This is an optimization exercise on Yosys and OpenROAD, whose aim is small area, a short achievable clock period and few clock cycles per item, not a production implementation. Function was checked by simulation only, so behaviour that the tests miss may differ from the original. Power figures rest on the tool's default switching activity, not on a simulated workload.

==> flow/design.v <==
module ssp_xform (
    input  wire        clk,
    input  wire        rst,
    input  wire        cfg_we,
    input  wire [7:0]  cfg_addr,
    input  wire [15:0] cfg_wdata,
    input  wire        cmd_valid,
    output wire        cmd_ready,
    input  wire [63:0] cmd_word,
    output wire        mem_en,
    output wire [14:0] mem_addr,
    input  wire [7:0]  mem_rdata,
    output reg         res_valid,
    input  wire        res_ready,
    output reg  [31:0] res_data,
    output wire [3:0]  res_err
);
    localparam AW = 15;
    reg [AW-1:0]   amask;
    reg [AW:0]     bussize;
    reg [AW:0]     srclen;
    reg            dshare;
    reg [5:0]      gsh;
    reg [4*AW-1:0] aord;     
    reg [3*8-1:0]  dord;     
    reg [3*8-1:0]  eord;
    reg [5*32-1:0] gord;     
    reg        cq_we;
    reg [7:0]  cq_addr;
    reg [15:0] cq_wdata;
    always @(posedge clk) begin
        cq_we    <= cfg_we;
        cq_addr  <= cfg_addr;
        cq_wdata <= cfg_wdata;
    end
    always @(posedge clk) begin
        if (cq_we) begin
            case (cq_addr)
                8'h10: amask   <= cq_wdata[AW-1:0];
                8'h11: bussize <= cq_wdata[AW:0];
                8'h12: srclen  <= cq_wdata[AW:0];
                8'h13: dshare  <= cq_wdata[0];
                8'h16: gsh     <= 6'd32 - cq_wdata[5:0];
                default: ;
            endcase
        end
    end
    genvar k;
    generate
        for (k = 0; k < AW; k = k + 1) begin : g_aord_wr
            always @(posedge clk)
                if (cq_we && cq_addr == 8'h20 + k)
                    aord[4*k +: 4] <= cq_wdata[3:0];
        end
        for (k = 0; k < 8; k = k + 1) begin : g_dord_wr
            always @(posedge clk) begin
                if (cq_we && cq_addr == 8'h40 + k)
                    dord[3*k +: 3] <= cq_wdata[2:0];
                if (cq_we && cq_addr == 8'h48 + k)
                    eord[3*k +: 3] <= cq_wdata[2:0];
            end
        end
        for (k = 0; k < 32; k = k + 1) begin : g_gord_wr
            always @(posedge clk)
                if (cq_we && cq_addr == 8'h60 + k)
                    gord[5*k +: 5] <= cq_wdata[4:0];
        end
    endgenerate
    reg  s_full;
    reg  rdy_q;
    wire go = !s_full;
    assign cmd_ready = rdy_q;
    wire [7:0] w_op  = cmd_word[7:0];
    wire [1:0] w_sel = cmd_word[9:8];
    wire w_rsv8  = |cmd_word[31:10];
    wire w_perm  = (w_op == 8'h10) && !w_rsv8;
    wire w_mem   = (w_op[7:1] == 7'h10) && !w_rsv8 && (w_sel == 2'd0);
    reg        a_valid;
    reg        a_perm;       
    reg        a_mem;        
    reg [1:0]  a_sel;
    reg        a_op0;
    reg [31:0] a_x;
    always @(posedge clk) begin
        if (rst)
            a_valid <= 1'b0;
        else if (go)
            a_valid <= cmd_valid && rdy_q;
        if (go) begin
            a_perm  <= w_perm;
            a_mem   <= w_mem;
            a_sel   <= w_sel;
            a_op0   <= w_op[0];
            a_x     <= {cmd_word[63:32+AW],
                        cmd_word[32+AW-1:32] ^ (amask & {AW{w_mem}})};
        end
    end
    wire a_de = a_sel[1] ^ a_sel[0];
    wire [AW-1:0] pa;
    wire [31:0]   gb;
    generate
        for (k = 0; k < AW; k = k + 1) begin : g_abank
            wire [15:0] xv = {1'b0, a_x[AW-1:0]};
            assign pa[k] = xv[aord[4*(14-k) +: 4]];
        end
        for (k = 0; k < 32; k = k + 1) begin : g_gbank
            wire [4:0] idx;
            if (k < 8) begin : g_de
                wire [2:0] di = a_sel[1] ? eord[3*(7-k) +: 3] : dord[3*(7-k) +: 3];
                assign idx = a_de ? {2'b0, di} : gord[5*(31-k) +: 5];
            end else begin : g_g
                assign idx = gord[5*(31-k) +: 5];
            end
            assign gb[k] = a_x[idx];
        end
    endgenerate
    wire oor  = (|a_x[31:16]) || ({a_x[15], a_x[AW-1:0] ^ amask} >= bussize);
    wire phys = ({1'b0, pa} >= srclen);
    wire ill  = !(a_mem || a_perm) || (a_perm && a_sel == 2'd2 && dshare);
    reg          b_valid;
    reg          b_fetch;      
    reg [AW-1:0] b_pa;         
    reg [AW-1:0] b_lo;         
    reg [31:AW]  b_hi;         
    reg [1:0]    b_kind;
    reg          b_ill;
    reg [1:0]    b_err;
    reg          b_use_e;
    always @(posedge clk) begin
        if (rst) begin
            b_valid <= 1'b0;
            b_fetch <= 1'b0;
        end else if (go) begin
            b_valid <= a_valid;
            b_fetch <= a_valid && a_mem && !oor && !phys;
        end
        if (go) begin
            b_pa    <= pa;
            b_lo    <= a_mem ? a_x[AW-1:0] : gb[AW-1:0];
            b_hi    <= a_mem ? a_x[31:AW]  : gb[31:AW];
            b_kind  <= a_mem ? 2'd0 : {a_sel[1] | a_sel[0], !(a_sel[1] ^ a_sel[0])};
            b_ill   <= ill;
            b_err   <= ill    ? 2'd3 :
                       !a_mem ? 2'd0 :
                       oor    ? 2'd1 :
                       phys   ? 2'd2 : 2'd0;
            b_use_e <= a_op0 && !dshare;
        end
    end
    assign mem_en   = b_fetch;
    assign mem_addr = b_pa;
    wire [31:0] b_g     = {b_hi, b_lo} >> ((b_kind == 2'd3) ? gsh : 6'd0);
    wire [31:0] b_data  = b_ill             ? 32'd0 :
                          (b_kind == 2'd0)  ? {b_hi, b_lo ^ amask} :
                          (b_kind == 2'd1)  ? {17'd0, b_pa} :
                          (b_kind == 2'd2)  ? {24'd0, b_lo[7:0]} : b_g;
    reg        c_valid;
    reg        c_fetch;      
    reg        c_fresh;      
    reg        c_use_e;
    reg [1:0]  c_err;
    reg [31:0] c_data;
    wire [7:0] dx;
    generate
        for (k = 0; k < 8; k = k + 1) begin : g_dperm
            wire [2:0] di = c_use_e ? eord[3*(7-k) +: 3] : dord[3*(7-k) +: 3];
            assign dx[k] = mem_rdata[di];
        end
    endgenerate
    wire c_fix = c_fresh && c_fetch && !go;
    always @(posedge clk) begin
        if (rst) begin
            c_valid <= 1'b0;
            c_fetch <= 1'b0;
            c_fresh <= 1'b0;
        end else if (go) begin
            c_valid <= b_valid;
            c_fetch <= b_fetch;
            c_fresh <= 1'b1;
        end else begin
            c_fresh <= 1'b0;
            if (c_fix) c_fetch <= 1'b0;
        end
        if (go) begin
            c_use_e <= b_use_e;
            c_err   <= b_err;
            c_data  <= b_data;
        end else if (c_fix) begin
            c_data  <= {24'd0, dx};
        end
    end
    wire [31:0] c_res_data = c_fetch ? {24'd0, dx} : c_data;
    wire [2:0]  c_res_err  = {c_err != 2'd0, c_err == 2'd3, c_err == 2'd2};
    reg [2:0]  r_err;
    reg [31:0] s_data;
    reg [2:0]  s_err;
    assign res_err = {1'b0, r_err};
    wire take = res_valid && res_ready;
    always @(posedge clk)
        rdy_q <= !cfg_we && (s_full ? take : (!res_valid || take || !c_valid));
    always @(posedge clk) begin
        if (rst) begin
            res_valid <= 1'b0;
            s_full    <= 1'b0;
        end else if (s_full) begin
            if (take) s_full <= 1'b0;
        end else begin
            if (!res_valid || take)
                res_valid <= c_valid;
            else if (c_valid)
                s_full <= 1'b1;
        end
        if (s_full) begin
            if (take) begin
                res_data <= s_data;
                r_err    <= s_err;
            end
        end else if (!res_valid || take) begin
            res_data <= c_res_data;
            r_err    <= c_res_err;
        end
        if (go) begin
            s_data <= c_res_data;
            s_err  <= c_res_err;
        end
    end
endmodule
Settings: LEC_CHECK=0, ABC_CLOCK_PERIOD_IN_PS=3000, CAP_MARGIN=20, CORE_MARGIN=2, CORE_UTILIZATION=60, SLEW_MARGIN=20; clock period 10.0 ns.
standard.sh (not shown) runs the stock make flow with config.mk's settings and CLKGATE_MAP_FILE= SYNTH_SCRIPT=/design/flow/synth_recipe.tcl, a recipe that flattens the netlist after the stock synthesis.
==> flow/flow/run.sh <==
#!/bin/bash
set -euo pipefail
MARGIN=$(cat flow/margin.txt)
bash standard.sh SETUP_SLACK_MARGIN=$MARGIN \
  "BUFFER_PORTS_ARGS=-buffer_cell sky130_fd_sc_hd__buf_2" \
  "CTS_ARGS=-sink_clustering_enable -repair_clock_nets -dont_use_dummy_load -sink_clustering_size 25 -sink_clustering_max_diameter 120" \
  finish > flow_make.log 2>&1
==> flow/flow/margin.txt <==
7.0
Testbench counts at the start, summed over its fixed seeds: cycles 16,040, items 16,000.
Then changed:
==> flow/flow/run.sh (replaced) <==
#!/bin/bash
set -euo pipefail
MARGIN=$(cat flow/margin.txt)
bash standard.sh SETUP_SLACK_MARGIN=$MARGIN finish > flow_make.log 2>&1
==> flow/flow/margin.txt (replaced) <==
6.0
--- a/flow/config.mk
+++ b/flow/config.mk
@@ -9,4 +9,4 @@
 export CAP_MARGIN = 20
 export CORE_MARGIN = 2
-export CORE_UTILIZATION = 60
+export CORE_UTILIZATION = 40
 export SLEW_MARGIN = 20
Effect: The new run went through all stages and came out clean; design area increases by 3.7%; register-to-register slack is worse by 0.44 ns; cell count is higher by 12%; wire length rose by 2.7%.
Then changed:
==> flow/flow/run.sh (replaced) <==
#!/bin/bash
set -euo pipefail
MARGIN=$(cat flow/margin.txt)
bash standard.sh SETUP_SLACK_MARGIN=$MARGIN \
  "BUFFER_PORTS_ARGS=-buffer_cell sky130_fd_sc_hd__buf_2" finish > flow_make.log 2>&1
==> flow/flow/margin.txt (replaced) <==
6.5
--- a/flow/config.mk
+++ b/flow/config.mk
@@ -9,4 +9,6 @@
 export CAP_MARGIN = 20
 export CORE_MARGIN = 2
-export CORE_UTILIZATION = 40
+export CORE_UTILIZATION = 60
+export CTS_BUF_LIST = sky130_fd_sc_hd__clkbuf_8
+export CTS_CLUSTER_SIZE = 24
 export SLEW_MARGIN = 20
Result: The new run went through all stages and came out clean; clock power went down by 21%; clock skew increases by 0.023 ns; total power is lower by 9.6%; wire length fell by 5.1%; critical path depth fell by 10; fmax went up by 10%; design area went down by 3.9%; sequential power barely changes.
Then changed:
==> flow/flow/run.sh (replaced) <==
#!/bin/bash
set -euo pipefail
MARGIN=$(cat flow/margin.txt)
bash standard.sh SETUP_SLACK_MARGIN=$MARGIN \
  "BUFFER_PORTS_ARGS=-buffer_cell sky130_fd_sc_hd__buf_2" \
  "CTS_ARGS=-sink_clustering_enable -repair_clock_nets -dont_use_dummy_load -sink_clustering_size 25 -sink_clustering_max_diameter 120" \
  finish > flow_make.log 2>&1
--- a/flow/config.mk
+++ b/flow/config.mk
@@ -10,5 +10,3 @@
 export CORE_MARGIN = 2
 export CORE_UTILIZATION = 60
-export CTS_BUF_LIST = sky130_fd_sc_hd__clkbuf_8
-export CTS_CLUSTER_SIZE = 24
 export SLEW_MARGIN = 20
=> Global-route usage falls by 0.68 points; via count came out lower by 1.7%; worst hold slack gains 0.0096 ns; critical path depth rose by 11; cell area went down by 2.7%; synthesized area does not change; clock skew went up by 0.024 ns.

[port drivers added, routing unchanged]
The results above use ideal ports. As a check the final layouts listed here were re-extracted and re-timed, cells and wires unchanged. Step 1 assumes that a clkbuf_16 drives the clock port and a buf_2 every other input. Step 2 moves the port delays by t, midway between the first and last clock arrival at a register: inputs arrive t later, outputs are due t later. That takes back most of the time a late clock gives input paths. a / b / c = ideal ports / drivers / drivers and shift; a / b = the first two.
run | t, ns | slack for setup (ns) | hold WS [ns]
the first run | 0.670 | 6.628 / 6.610 / 6.100 | 0.425 / 0.425 / 0.425
the second run | 0.682 | 6.189 / 6.177 / 5.758 | 0.419 / 0.419 / 0.419
the third run | 0.770 | 6.548 / 6.489 / 6.030 | 0.428 / 0.428 / 0.428
the fourth run | 0.668 | 6.637 / 6.571 / 6.098 | 0.438 / 0.438 / 0.438
After both steps setup and hold are still met in every run listed. The setup slack of the fourth run, which loses most, moves by -0.066 ns with the drivers and by -0.539 ns with both steps.
